From an optimization exercise on the open Yosys and OpenROAD flow, aimed at a short achievable clock period and few clock cycles; shortcuts taken in it are not production practice. Only simulation tests tie the RTL to the original design; equivalence was not proved.

==> run F: inputs <==
==> flow/design.v <==
module tho_core (
    input  wire        clk,
    input  wire        rst,           
    input  wire [7:0]  prog_len,      
    output wire [7:0]  imem_addr,     
    input  wire [15:0] imem_data,     
    output reg         retire_valid,  
    output reg         out_valid,     
    output reg  [3:0]  out_data,      
    output reg  [1:0]  run_state,     
    output reg  [3:0]  fault_op,
    output reg  [7:0]  fault_pc,
    output reg  [3:0]  acc,
    output reg         zf,
    output reg         cf,
    output reg  [7:0]  pc,
    output wire [63:0] mem            
);
    localparam [1:0] RS_RUNNING = 2'd0,
                     RS_HALTED  = 2'd1,
                     RS_ENDED   = 2'd2,
                     RS_FAULTED = 2'd3;
    localparam NB = 8;
    reg [63:0] dmem;
    reg [7:0]  fa;         
    reg        wv;         
    reg        pc_ge;      
    reg [15:0] tge;        
    reg [7:0]  plen;
    reg        rst_d, rst_dd;
    reg [NB-1:0] bv;
    reg [7:0]    btag [0:NB-1];
    reg [3:0]    bop  [0:NB-1];
    reg [3:0]    btgt [0:NB-1];
    reg [NB-1:0] rr;         
    reg          cur_hit;    
    assign mem       = dmem;
    assign imem_addr = fa;
    wire [3:0] op = imem_data[15:12];
    wire [3:0] p1 = imem_data[11:8];
    wire [3:0] p2 = imem_data[7:4];
    wire running = (run_state == RS_RUNNING);
    wire exec    = running & wv & ~pc_ge;
    reg [3:0] r_lda [0:15];
    reg [3:0] r_add [0:15];
    reg [3:0] r_sub [0:15];
    reg [15:0] z_lda, z_add, z_sub, c_add, c_sub;
    integer i;
    always @(*) begin
        for (i = 0; i < 16; i = i + 1) begin
            r_lda[i] = dmem[4*i +: 4];
            {c_add[i], r_add[i]} = {1'b0, acc} + {1'b0, dmem[4*i +: 4]};
            {c_sub[i], r_sub[i]} = {1'b0, acc} - {1'b0, dmem[4*i +: 4]};
            z_lda[i] = (r_lda[i] == 4'd0);
            z_add[i] = (r_add[i] == 4'd0);
            z_sub[i] = (r_sub[i] == 4'd0);
        end
    end
    wire is_lda = (op == 4'd1);
    wire is_sta = (op == 4'd2);
    wire is_sto = (op == 4'd3);
    wire is_add = (op == 4'd4);
    wire is_sub = (op == 4'd5);
    wire is_out = (op == 4'd11);
    wire is_hlt = (op == 4'd12);
    wire is_ill = (op >= 4'd13);
    wire is_jmp = (op >= 4'd6) && (op <= 4'd10);
    wire cond_ok = (op == 4'd6) | ((op == 4'd7) & cf) | ((op == 4'd8) & ~cf) |
                   ((op == 4'd9) & zf) | ((op == 4'd10) & ~zf);
    wire taken = exec & cond_ok;
    wire [7:0] pc_inc  = pc + 8'd1;
    wire       inc_ge  = (pc_inc >= plen);
    wire [7:0] next_pc = cond_ok ? {4'd0, p1} : pc_inc;
    wire       next_ge = cond_ok ? tge[p1] : inc_ge;
    wire alu_wr = exec & (is_lda | is_add | is_sub);
    wire zf_n = ~alu_wr ? zf : is_lda ? z_lda[p1] : is_add ? z_add[p1] : z_sub[p1];
    wire cf_n = ~alu_wr ? cf : is_lda ? 1'b0      : is_add ? c_add[p1] : c_sub[p1];
    wire [3:0] acc_n = is_lda ? r_lda[p1] : is_add ? r_add[p1] : r_sub[p1];
    reg [NB-1:0] hit_v;
    reg [3:0]    ptgt;
    reg [3:0]    pk;           
    integer e;
    always @(*) begin
        ptgt = 4'd0;
        pk   = 4'd0;
        for (e = 0; e < NB; e = e + 1) begin
            hit_v[e] = bv[e] & (btag[e] == fa);
            if (hit_v[e]) begin
                ptgt = ptgt | btgt[e];
                case (bop[e])
                    4'd6:  pk = pk | 4'b1111;
                    4'd7:  pk = pk | 4'b1010;    
                    4'd8:  pk = pk | 4'b0101;    
                    4'd9:  pk = pk | 4'b1100;    
                    default: pk = pk | 4'b0011;  
                endcase
            end
        end
    end
    wire       phit   = |hit_v;
    wire       ptaken = pk[{zf_n, cf_n}];
    wire [7:0] fa_inc = fa + 8'd1;
    wire [7:0] pred   = ptaken ? {4'd0, ptgt} : fa_inc;
    wire match = cond_ok ? (fa == {4'd0, p1}) : (fa == pc_inc);
    always @(posedge clk) begin
        rst_d  <= rst;
        rst_dd <= rst_d;
        if (rst) begin
            pc           <= 8'd0;
            acc          <= 4'd0;
            zf           <= 1'b1;
            cf           <= 1'b0;
            dmem         <= 64'd0;
            run_state    <= RS_RUNNING;
            fault_op     <= 4'd0;
            fault_pc     <= 8'd0;
            retire_valid <= 1'b0;
            out_valid    <= 1'b0;
            out_data     <= 4'd0;
            plen         <= prog_len;
            pc_ge        <= (prog_len == 8'd0);
            for (i = 0; i < 16; i = i + 1)
                tge[i] <= (i[7:0] >= prog_len);
            bv           <= {NB{1'b0}};
            rr           <= {{(NB-1){1'b0}}, 1'b1};
            cur_hit      <= 1'b0;
            if (!rst_d) begin
                fa <= 8'd0;
                wv <= 1'b0;
            end else if (!rst_dd) begin
                fa <= 8'd1;
                wv <= 1'b1;
            end else begin
                fa <= 8'd0;
                wv <= 1'b0;
            end
        end else begin
            retire_valid <= 1'b0;
            out_valid    <= 1'b0;
            if (running) begin
                cur_hit <= phit;
                if (pc_ge) begin
                    run_state <= RS_ENDED;
                end else if (!wv) begin
                    wv <= 1'b1;
                    fa <= pred;
                end else if (is_ill) begin
                    run_state <= RS_FAULTED;
                    fault_op  <= op;
                    fault_pc  <= pc;
                end else begin
                    retire_valid <= 1'b1;
                    if (is_hlt) begin
                        run_state <= RS_HALTED;
                    end else begin
                        pc <= next_pc;
                        if (next_ge)
                            run_state <= RS_ENDED;
                        wv <= match;
                        fa <= match ? pred : next_pc;
                    end
                    if (is_lda | is_add | is_sub) begin
                        acc <= acc_n;
                        zf  <= zf_n;
                        cf  <= cf_n;
                    end
                    if (is_sta | is_sto)
                        dmem[{p1, 2'b00} +: 4] <= is_sto ? p2 : acc;
                    if (is_out) begin
                        out_valid <= 1'b1;
                        out_data  <= acc;
                    end
                    if (is_jmp & ~cur_hit) begin
                        for (e = 0; e < NB; e = e + 1) begin
                            if (rr[e]) begin
                                bv[e]   <= 1'b1;
                                btag[e] <= pc;
                                bop[e]  <= op;
                                btgt[e] <= p1;
                            end
                        end
                        rr <= {rr[NB-2:0], rr[NB-1]};
                    end
                end
            end
        end
    end
endmodule
==> flow/run.sh <==
#!/bin/bash
# synth_recipe.tcl (not shown) runs the flow's synth.tcl, then flattens the netlist and writes it again
# the make line also repeats each setting of config.mk as NAME=value (left out here)
make -C /OpenROAD-flow-scripts/flow DESIGN_CONFIG=/design/flow/config.mk WORK_HOME=/design/flow/orfs CLKGATE_MAP_FILE= SYNTH_SCRIPT=/design/flow/synth_recipe.tcl finish
==> flow/config.mk <==
export PLATFORM = sky130hd
export DESIGN_NAME = tho_core
export DESIGN_NICKNAME = tho_core
export VERILOG_FILES = /design/flow/design.v
export SDC_FILE = /design/flow/constraint.sdc
export NUM_CORES = 4
export LEC_CHECK = 0
export CAP_MARGIN = 20
export CORE_MARGIN = 2
export CORE_UTILIZATION = 40
export SLEW_MARGIN = 20
==> flow/constraint.sdc <==
create_clock -name core_clock -period 4.5 [get_ports {clk}]
set_input_delay 0.9000 -clock core_clock [delete_from_list [all_inputs] [get_ports {clk}]]
set_output_delay 0.9000 -clock core_clock [all_outputs]
set_load 0.01 [all_outputs]
==> inputs of run Y, as changes to run F <==
--- a/flow/design.v
+++ b/flow/design.v
@@ -20,7 +20,8 @@
                      RS_HALTED  = 2'd1,
                      RS_ENDED   = 2'd2,
                      RS_FAULTED = 2'd3;
-    localparam NB = 8;
+    localparam NB = 2;
+    localparam EXACT = 0;   
     reg [63:0] dmem;
     reg [7:0]  fa;         
     reg        wv;         
@@ -98,7 +99,7 @@
         end
     end
     wire       phit   = |hit_v;
-    wire       ptaken = pk[{zf_n, cf_n}];
+    wire       ptaken = EXACT ? pk[{zf_n, cf_n}] : pk[{zf, cf}];
     wire [7:0] fa_inc = fa + 8'd1;
     wire [7:0] pred   = ptaken ? {4'd0, ptgt} : fa_inc;
     wire match = cond_ok ? (fa == {4'd0, p1}) : (fa == pc_inc);
--- a/flow/config.mk
+++ b/flow/config.mk
@@ -8,4 +8,5 @@
 export CAP_MARGIN = 20
 export CORE_MARGIN = 2
 export CORE_UTILIZATION = 40
+export SETUP_SLACK_MARGIN = 2.7
 export SLEW_MARGIN = 20
==> results.sh <==
export IMPL_reg2reg_to="fa[3]$_SDFFCE_PP0P_"
export IMPL_pre_cts_ws_ns=-0.289
export IMPL_post_dp_cell_area_mm2=0.0213
export IMPL_post_cts_resized=0
export IMPL_p_comb_share_pct=13.2
export IMPL_vias=16600
export IMPL_mostFrequentLayoutCells="buf_4 (169), nor2_1 (168), edfxtp_1 (161), ha_1 (143), nand2_1 (133)"
export IMPL_dr_pass1_iters=5
export IMPL_gp_congestion=1.08
export IMPL_outcome="no timing/DRC/antenna violations"
export IMPL_cts_setup_buffers=0
export IMPL_crit_slowest_cell="clkdlybuf4s50_1"
export IMPL_multi_input_area_mm2=0.0102
export IMPL_r2r_slack_ns=0.31
[end of results for run F]
==> results.sh <==
export IMPL_mostFrequentLayoutCells="buf_4 (220), buf_6 (213), nor2_1 (159), nand2_1 (110), ha_1 (105)"
export IMPL_post_dp_cell_area_mm2=0.0161
export IMPL_r2r_slack_ns=1.51
export IMPL_p_comb_share_pct=25.3
export IMPL_outcome="no timing/DRC/antenna violations"
export IMPL_hold_ws_ns=0.382
export IMPL_gp_congestion=1.06
export IMPL_reg2reg_to="acc[1]$_SDFFE_PP0P_"
export IMPL_cts_setup_buffers=285
export IMPL_crit_slowest_cell="fa_2"
export IMPL_vias=16200
export IMPL_clk_latency_ns=0.47
export IMPL_post_cts_resized=1188
export IMPL_p_switching_uw=1370
export IMPL_pre_cts_ws_ns=0.388
export IMPL_dr_pass1_iters=6
[end of results for run Y]
Testbench counts of run F, summed over its fixed seeds: cycles 74,192.
Testbench counts of run Y, summed over its fixed seeds: cycles 74,218.

==> separate check: timing with driven ports <==
How much do the figures lean on ideal ports? The routed layouts below were timed once more, with nothing changed but the port constraints.
Step 1 sets driving cells, clkbuf_16 on the clock port and buf_2 on the other inputs (assumed; they add their load-dependent delay and slew).
Step 2 moves the port delays by t, midway between the first and last clock arrival at a register: inputs arrive t later, outputs are due t later. That takes back most of the time a late clock gives input paths.
Slacks: no drivers / after step 1 / after step 2; pairs: no drivers / after step 1.
run	t, ns	setup slack, ns	hold WS [ns]	worst slew at a driven data input, ns
run F	0.655	0.232 / 0.263 / -0.392	0.352 / 0.352 / 0.352	0.06
run Y	0.518	1.509 / 1.509 / 0.996	0.382 / 0.382 / 0.382	0.22
With both steps, setup timing fails in run F, where it was met with ideal ports. For run F, which loses most, drivers alone change the setup slack by +0.031 ns; drivers and shift together by -0.624 ns.
